Source: an optimization exercise on an open RTL-to-GDS flow (aim: small area). Production flows keep margins and buffers that such runs may drop. Only simulation tests tie the RTL to the original design; equivalence was not proved. Power is estimated from default activity; no workload was simulated.

==> 05-10 <==
## psfc
module psfc (
    input  logic        clk,
    input  logic        rst,
    input  logic [7:0]  bus_addr,
    input  logic        bus_wr,
    input  logic        bus_rd,
    input  logic [31:0] bus_wdata,
    output logic [31:0] bus_rdata,
    output logic        irq,
    output logic [7:0]  tx_data,
    output logic        tx_valid,
    input  logic        tx_ready,
    input  logic [7:0]  rx_data,
    input  logic        rx_valid,
    output logic        rx_ready,
    input  logic        lnk_err
);
    localparam logic [31:0] ID_VALUE = 32'h5053_0001;
    localparam logic [7:0]  SYNC     = 8'hAA;
    localparam logic [1:0] S_IDLE   = 2'd0;
    localparam logic [1:0] S_TX     = 2'd1;
    localparam logic [1:0] S_RX     = 2'd2;
    localparam logic [1:0] S_SETTLE = 2'd3;
    localparam logic [3:0] OP_ENC_RAW  = 4'h1;
    localparam logic [3:0] OP_ENC_NUM  = 4'h2;
    localparam logic [3:0] OP_DECODE   = 4'h3;
    localparam logic [3:0] OP_XFER     = 4'h4;
    localparam logic [3:0] OP_REMOTE   = 4'h5;
  ...
clock: 25.0 ns
lec_check: 0
cap_margin: 20
core_margin: 2
core_utilization: 33
cts_cluster_diameter: 60
cts_cluster_size: 25
place_density: 0.45
slew_margin: 20
run.sh (not shown) runs the stock make flow with config.mk's settings and CLKGATE_MAP_FILE= SYNTH_SCRIPT=/design/flow/synth_recipe.tcl, a recipe that flattens the netlist after the stock synthesis.
==> 03-09 (differences from 05-10) <==
--- a/flow/design.v
+++ b/flow/design.v
@@ -398,46 +398,45 @@
                        (c_op == OP_RAMP) ? rs_w :
                        (c_op == OP_STATUS) ? 32'd0 : arg;
     logic [175:0] bld_pay;
     always_comb begin
         for (int i = 0; i < 22; i++) begin
             if (i < 4)
-                bld_pay[8*i +: 8] = is_raw ? (paybuf[8*i +: 8] & {8{5'(i) < paylen}}) : lo32[8*i +: 8];
+                bld_pay[8*i +: 8] = (paybuf[8*i +: 8] & {8{is_raw && !rst && (5'(i) < paylen)}}) | lo32g[8*i +: 8];
             else
-                bld_pay[8*i +: 8] = paybuf[8*i +: 8] & {8{is_raw && (5'(i) < paylen)}};
+                bld_pay[8*i +: 8] = paybuf[8*i +: 8] & {8{is_raw && !rst && (5'(i) < paylen)}};
         end
     end
+    wire [31:0] lo32g = lo32 & {32{do_build && !is_raw && !rst}};
     wire [4:0] bld_len = (!busy && c_op == OP_STATUS) ? 5'd0 : nbytes(lo32);
     wire        t_bld = do_build;
     logic [7:0] tsumo;
     always_comb begin
         tsumo = (t_bld ? SYNC : sbase)
-              + (t_bld ? dev_addr : (nb0 | rx_add))
-              + (t_bld ? op_sub : nb1)
-              + (t_bld ? bld_pay[7:0]   : nb2)
-              + (t_bld ? bld_pay[15:8]  : nb3)
-              + (t_bld ? bld_pay[23:16] : ob0)
-              + (t_bld ? bld_pay[31:24] : ob1)
-              + (bld_pay[39:32] | (ob2  & {8{!t_bld}}))
-              + (bld_pay[47:40] | (ob3  & {8{!t_bld}}))
-              + (bld_pay[55:48] | (ocor & {8{!t_bld}}));
+              + ((dev_addr & {8{t_bld}}) | nb0 | rx_add)
+              + ((op_sub & {8{t_bld}}) | nb1)
+              + (bld_pay[7:0]   | nb2)
+              + (bld_pay[15:8]  | nb3)
+              + (bld_pay[23:16] | ob0)
+              + (bld_pay[31:24] | ob1)
+              + (bld_pay[39:32] | ob2)
+              + (bld_pay[47:40] | ob3)
+              + (bld_pay[55:48] | ocor);
         for (int i = 7; i < 22; i++) tsumo = tsumo + bld_pay[8*i +: 8];
     end
     wire [7:0] bld_chk = tsumo;
     wire [7:0] snext   = tsumo;
     wire        nrst  = !rst;
     wire        clr   = rst || do_start;                
     wire [31:0] wz    = bus_wdata & {32{nrst}};
-    wire [31:0] wzc   = bus_wdata & {32{!clr}};
+    wire [31:0] wzx   = bus_wdata & {32{nrst && host_wr && !accept}};
     wire [31:0] wz500 = (bus_wdata & {32{nrst}}) | (32'd500 & {32{rst}});
     wire        build_q = do_build && nrst;
     wire        pay_q   = do_build && !is_raw && nrst;
-    wire [31:0] wzp   = bus_wdata & {32{!(rst || pay_q)}};
-    wire [31:0] wzb   = bus_wdata & {32{nrst && !do_build}};
     wire        rx_store_q = rx_store && !clr;
-    wire [31:0] rx_col = rx_store_q ? {4{rx_data}} : wzc;     
+    wire [31:0] rx_col = ({4{rx_data}} & {32{rx_store_q}}) | wzx;     
     wire        w1c   = bus_wr && (wa == A_STATUS);
     wire hw_cfg  = host_wr && (wa == A_CFG);
     wire hw_dev  = host_wr && (wa == A_DEV_ADDR);
     wire hw_arg  = host_wr && (wa == A_ARG);
     wire hw_pln  = host_wr && (wa == A_PAYLEN);
     wire hw_rln  = host_wr && (wa == A_RXLEN);
@@ -470,13 +469,13 @@
         if (rst || hw_from) ramp_from   <= wz;
         if (rst || hw_to)   ramp_to     <= wz;
         if (rst || hw_step) ramp_step   <= wz500;
         if (rst || hw_off)  ramp_offset <= wz;
         if (rst || hw_set)  settle      <= wz;
         if (rst || hw_pln || pay_q) paylen <= pay_q ? bld_len : wz[4:0];
-        if (clr || hw_rln || rx_store) rxlen <= (rx_store && !clr) ? rxlen_nx : wzc[4:0];
+        if (clr || hw_rln || rx_store) rxlen <= (rx_store && !clr) ? rxlen_nx : wzx[4:0];
         pv <= nrst && (pv || ramp_acc);
         rv <= nrst && (rv || do_unpack);
         dv <= nrst && (dv || dec_good);
         cv <= nrst && (cv || do_dec || do_val);
         if (ramp_acc || ramp_rec) ramp_pos <= rs_v;
         ramp_cnt <= (ramp_cnt + {31'd0, ramp_rec}) & {32{!(rst || ramp_acc)}};
@@ -499,35 +498,36 @@
             chk_ok   <= ck_eq;
         end
         if (rst || wr_tx || build_q) tsum <= tsumo & {8{nrst}};
         if (clr || wr_rx || rx_store) rsum <= snext & {8{!clr}};
     end
     wire [207:0] bld_frame = {bld_chk, bld_pay, op_sub, dev_addr, SYNC};
+    wire [207:0] bq_mask = {{8{build_q}}, 176'h0, {24{build_q}}} | {8'h0, {176{1'b1}}, 24'h0};
     genvar gk;
     generate
         for (gk = 0; gk < 7; gk++) begin : g_word
             localparam int W = (gk == 6) ? 16 : 32;
             wire tx_we = rst || build_q || (wr_tx && wa[2:0] == 3'(gk));
             always_ff @(posedge clk)
-                if (tx_we) txbuf[32*gk +: W] <= (bld_frame[32*gk +: W] & {W{build_q}}) | wzb[W-1:0];
+                if (tx_we) txbuf[32*gk +: W] <= (bld_frame[32*gk +: W] & bq_mask[32*gk +: W]) | wzx[W-1:0];
         end
         for (gk = 0; gk < 26; gk++) begin : g_rxbyte
             wire st_i = rx_store && (rxlen == 5'(gk));
             wire rx_we = clr || st_i || (wr_rx && wa[2:0] == 3'(gk / 4));
             always_ff @(posedge clk)
                 if (rx_we) rxbuf[8*gk +: 8] <= rx_col[8*(gk % 4) +: 8];
         end
         for (gk = 0; gk < 6; gk++) begin : g_payword
             localparam int W = (gk == 5) ? 16 : 32;
             wire pb_we = rst || pay_q || (host_wr && wa == 6'h30 + 6'(gk));
             if (gk == 0) begin : g_lo
                 always_ff @(posedge clk)
-                    if (pb_we) paybuf[31:0] <= (lo32 & {32{pay_q}}) | wzp;
+                    if (pb_we) paybuf[31:0] <= lo32g | wzx;
             end else begin : g_hi
                 always_ff @(posedge clk)
-                    if (pb_we) paybuf[32*gk +: W] <= wzp[W-1:0];
+                    if (pb_we) paybuf[32*gk +: W] <= wzx[W-1:0];
             end
         end
     endgenerate
     always_ff @(posedge clk) begin
         if (do_start)                                txidx <= 5'd0;
         else if (st == S_TX && tx_ready && !lnk_err) txidx <= txidx + 5'd1;
CAP_MARGIN = 30   (was 20)
CORE_UTILIZATION = 36   (was 33)
CTS_CLUSTER_DIAMETER = 150   (was 60)
CTS_CLUSTER_SIZE = 20   (was 25)
PLACE_DENSITY = 0.5   (was 0.45)
SLEW_MARGIN = 25   (was 20)
==> comparison <==
Setup slack: 05-10 is better than 03-09 (0.83 ns). In sequential power, 05-10 and 03-09 hardly differ. Against 03-09, the global-route usage of 05-10 is lower by 4.3 points. Against 05-10, the wire length of 03-09 is lower by 4.3%. Against 03-09, the count of clock-buffer cells in the layout of 05-10 is higher by 59. Against 03-09, the total power of 05-10 is higher by about 16%. Between 05-10 and 03-09, the lower register-to-register slack is in 03-09 (gap 0.83 ns). Of 05-10 and 03-09, 05-10 has the higher non-clock buffer count (gap 15). In 03-09 the die area is lower than in 05-10, by about 12%. Against 05-10, the critical path depth of 03-09 is higher by 7.

re-timing with driven ports:
The flow's constraints put no driver on any port. The routed layouts listed below were extracted and timed again, unchanged, in two steps. Step 1 assumes that a clkbuf_16 drives the clock port and a buf_2 every other input. Step 2 moves the port delays by t, midway between the first and last clock arrival at a register: inputs arrive t later, outputs are due t later. That takes back most of the time a late clock gives input paths. Three values: ideal ports, drivers, drivers and shift; two values: the first two.
run | t, ns | setup slack, ns | worst setup path at the end | worst register clock-pin slew, ns
05-10 | 0.924 | 3.271 / 3.271 / 3.271 | register to register | 0.09 / 0.09
03-09 | 0.849 | 2.440 / 2.440 / 2.440 | register to register | 0.12 / 0.12
After both steps setup and hold are still met in every run listed.
